Source: an optimization exercise on an open RTL-to-GDS flow (aim: small area, a short achievable clock period and few clock cycles per item). Production flows keep margins and buffers that such runs may drop.
At most, simulation tests tie the RTL to the original design; equivalence was not proved.

==> inputs of job 4929 <==
// tone_engine
module tone_engine (
    input  wire        clk,
    input  wire        rst,
    input  wire        in_valid,
    output wire        in_ready,
    input  wire [6:0]  in_note,
    input  wire [13:0] in_bend,
    input  wire [6:0]  in_mod,
    input  wire [12:0] in_phase,
    input  wire [23:0] in_clock_hz,
    output reg         out_valid,
    input  wire        out_ready,
    output reg  [17:0] out_period
);
    reg  sk_valid;              
    reg  rdy;                   
    wire en = !sk_valid;        
    assign in_ready = rdy;
    reg v1;
    reg [6:0] r1_note;
    reg [13:0] r1_bend;
    reg [6:0] r1_mod;
    reg [12:0] r1_phase;
    reg [23:0] r1_clkhz;
    reg v2;
    reg [13:0] r2_bend;
    reg [23:0] r2_clkhz;
    reg [6:0] r2_note;
    reg [0:0] r2_q1;
    reg [22:0] r2_w;
    reg v3;
    reg [23:0] r3_clkhz;
    reg [25:0] r3_mp;
    reg v4;
    reg [23:0] r4_clkhz;
    reg [15:0] r4_m16;
    reg [3:0] r4_sel;
    wire [11:0] addr_j;
    wire [0:0] addr_q1;
    tone_addr u_addr (.phase(r1_phase), .j(addr_j), .q1(addr_q1));
  ...
==> flow/config.mk <==
export PLATFORM = sky130hd
export DESIGN_NAME = tone_engine
export DESIGN_NICKNAME = tone_engine
export VERILOG_FILES = /design/flow/design.v
export SDC_FILE = /design/flow/constraint.sdc
export NUM_CORES = 4
export LEC_CHECK = 0
export ABC_AREA = 1
export CAP_MARGIN = 20
export CORE_MARGIN = 2
export CORE_UTILIZATION = 55
export CTS_CLUSTER_DIAMETER = 100
export CTS_CLUSTER_SIZE = 30
export SLEW_MARGIN = 20
export SYNTH_HIERARCHICAL = 1
export SYNTH_MEMORY_MAX_BITS = 131072
export SYNTH_MINIMUM_KEEP_SIZE = 0
==> flow/constraint.sdc <==
create_clock -name core_clock -period 50.0 [get_ports {clk}]
set_input_delay 10.0000 -clock core_clock [delete_from_list [all_inputs] [get_ports {clk}]]
set_output_delay 10.0000 -clock core_clock [all_outputs]
set_load 0.01 [all_outputs]
standard.sh (not shown) runs the stock make flow with config.mk's settings and CLKGATE_MAP_FILE= SYNTH_SCRIPT=/design/flow/synth_recipe.tcl, a recipe that flattens the netlist after the stock synthesis.
==> flow/flow/run.sh <==
#!/bin/bash
# Layout flow: the standard layout (standard.sh, unchanged synthesis and steps),
# except that the buffers buffer_ports puts on every input and output port are
# sky130_fd_sc_hd__buf_4 rather than the default clkdlybuf4s50_1 delay cell.
# The full make output goes to layout.log in the work folder; each ORFS step also
# keeps its own log under orfs/logs/.
set -euo pipefail
bash standard.sh BUFFER_PORTS_ARGS="-buffer_cell sky130_fd_sc_hd__buf_4" finish > layout.log 2>&1
==> job 7815: changes against job 4929 <==
- CORE_UTILIZATION: 55 -> 70
==> results.txt <==
Job 7815 ran to the end with no violations. Job 4929 completed with no timing, DRC or antenna violations.
In job 7815 the clock skew is lower than in job 4929, by 1.6 ps.
In flip-flop and latch count, job 4929 and job 7815 do not differ.
Worst hold slack: job 4929 is worse than job 7815 (6.1 ps).
Utilization: job 7815 is higher than job 4929 (15 points).
Critical path depth is the same in job 7815 and job 4929.
Against job 7815, the via count of job 4929 is lower by 4.0%.
Against job 7815, the non-clock buffer count of job 4929 is higher by 3.
Function was not checked in any run of this note: the RTL went through the layout flow alone.


==> wip/maple: inputs <==
tone_engine, a different RTL version from the one above (not shown whole).
Settings: LEC_CHECK=0, ABC_AREA=1, CAP_MARGIN=20, CORE_MARGIN=2, CORE_UTILIZATION=55, SLEW_MARGIN=20, SYNTH_HIERARCHICAL=1, SYNTH_MEMORY_MAX_BITS=131072, SYNTH_MINIMUM_KEEP_SIZE=0; clock period 50.0 ns.
Scripts as last shown in full above: flow/flow/run.sh
==> wip/pepper (differences from wip/maple) <==
- CTS_CLUSTER_DIAMETER: unset -> 60
- CTS_CLUSTER_SIZE: unset -> 16
==> comparison <==
wip/pepper completed without violations. wip/maple passed the timing, DRC and antenna checks.
In non-clock buffer count, wip/pepper and wip/maple do not differ.
Of wip/maple and wip/pepper, wip/maple has the higher count of clock-buffer cells in the layout (gap 8).
In wip/maple the worst setup slack is better than in wip/pepper, by 0.029 ns.
In flip-flop and latch count, wip/pepper and wip/maple do not differ.
Of wip/pepper and wip/maple, wip/pepper has the higher first-iteration DRC count (gap 1.1%, measured against wip/maple).
==> figures <==
	wip/pepper	wip/maple
Status	timing/DRC/antenna clean	timing/DRC/antenna clean
Number of global-route vias before repair	37600	37600
Via density per instance	5.78	5.79
Area share of buffers outside the clock network	2.27%	2.27%
Multi-input logic portion of the cell area	69.2%	69.3%
Fmax	89.6 MHz	89.8 MHz
Detailed-route via count	38300	38300
Tightest slew margin relative to the limit	23.7%	23.1%
Post-route worst setup slack	38.84 ns	38.87 ns
Met3 Usage GRT	4.73%	4.87%
Beginning of the worst hold path	r3_clkhz[1]	r2_clkhz[9]
Post-route minimum period	11.16 ns	11.13 ns
Testbench counts of wip/maple, summed over its fixed seeds: cycles 32,040, items 32,000.
Testbench counts of wip/pepper, summed over its fixed seeds: cycles 32,040, items 32,000.


==> inputs of indigo <==
Another version of the RTL of tone_engine (not shown whole).
Settings: LEC_CHECK=0, ABC_AREA=1, CAP_MARGIN=20, CORE_MARGIN=2, CORE_UTILIZATION=55, SLEW_MARGIN=20, SYNTH_HIERARCHICAL=1, SYNTH_MEMORY_MAX_BITS=131072, SYNTH_MINIMUM_KEEP_SIZE=0; clock period 50.0 ns.
Scripts as last shown in full above: flow/flow/run.sh
==> inputs of quartz, as changes to indigo <==
==> flow/run.sh (new file) <==
#!/bin/bash
# synth_recipe.tcl (not shown) runs the flow's synth.tcl, then flattens the netlist and writes it again
# the make line also repeats each setting of config.mk as NAME=value (left out here)
make -C /OpenROAD-flow-scripts/flow DESIGN_CONFIG=/design/flow/config.mk WORK_HOME=/design/flow/orfs CLKGATE_MAP_FILE= SYNTH_SCRIPT=/design/flow/synth_recipe.tcl finish
removed: flow/flow/run.sh
removed: flow/standard.sh
==> notes <==
- indigo finished clean. quartz passed the timing, DRC and antenna checks.
- In quartz the maximum frequency is lower than in indigo, by 3.2%.
- Critical path depth is the same in quartz and indigo.
- Between quartz and indigo, the lower utilization is in indigo (gap 0.27 points).
- Of indigo and quartz, indigo has the higher first-iteration DRC count (gap about 8%, measured against quartz).
- In quartz the register-to-register slack is worse than in indigo, by 470 ps.
- Of indigo and quartz, indigo has the higher clock-buffer cell count (gap 1).
- Final cell count is about the same in quartz and indigo.
- Between indigo and quartz, the lower sequential share of layout area is in quartz (gap 0.080 points).
Testbench counts of indigo, summed over its fixed seeds: cycles 32,040, items 32,000.
Testbench counts of quartz, summed over its fixed seeds: cycles 32,040, items 32,000.

==> static timing again, ports no longer ideal <==
The results above use ideal ports. As a check the final layouts listed here were re-extracted and re-timed, cells and wires unchanged.
Step 1 (the two cells are an assumption about what drives the block):
set clk [get_ports {clk}]
set_driving_cell -lib_cell sky130_fd_sc_hd__clkbuf_16 $clk
set_driving_cell -lib_cell sky130_fd_sc_hd__buf_2 [delete_from_list [all_inputs] $clk]
Step 2 times the ports against the registers' clock, not the clock port: input delays grow and output delays shrink by t, the midpoint of the rising clock arrivals with the driver on.
Slacks: ideal / step 1 / step 2; pairs: ideal / step 1.
run | shift t [ns] | setup slack, ns | hold slack, ns | worst setup path at the end | pins driven straight from the clock port
job 4929 | 0.653 | 38.845 / 38.775 / 38.764 | 0.419 / 0.419 / 0.419 | input to register | 1
job 7815 | 0.632 | 38.838 / 38.771 / 38.742 | 0.425 / 0.425 / 0.425 | input to register | 1
wip/maple | 0.639 | 38.870 / 38.804 / 38.793 | 0.417 / 0.417 / 0.417 | input to register | 1
wip/pepper | 0.637 | 38.841 / 38.776 / 38.797 | 0.411 / 0.411 / 0.411 | input to register | 1
indigo | 0.633 | 38.933 / 38.864 / 38.851 | 0.411 / 0.411 / 0.411 | input to register | 1
quartz | 0.647 | 38.563 / 38.494 / 38.532 | 0.396 / 0.396 / 0.396 | input to register | 1
After both steps setup and hold are still met in every run listed. For job 7815, which loses most, drivers alone change the setup slack by -0.067 ns; drivers and shift together by -0.096 ns.
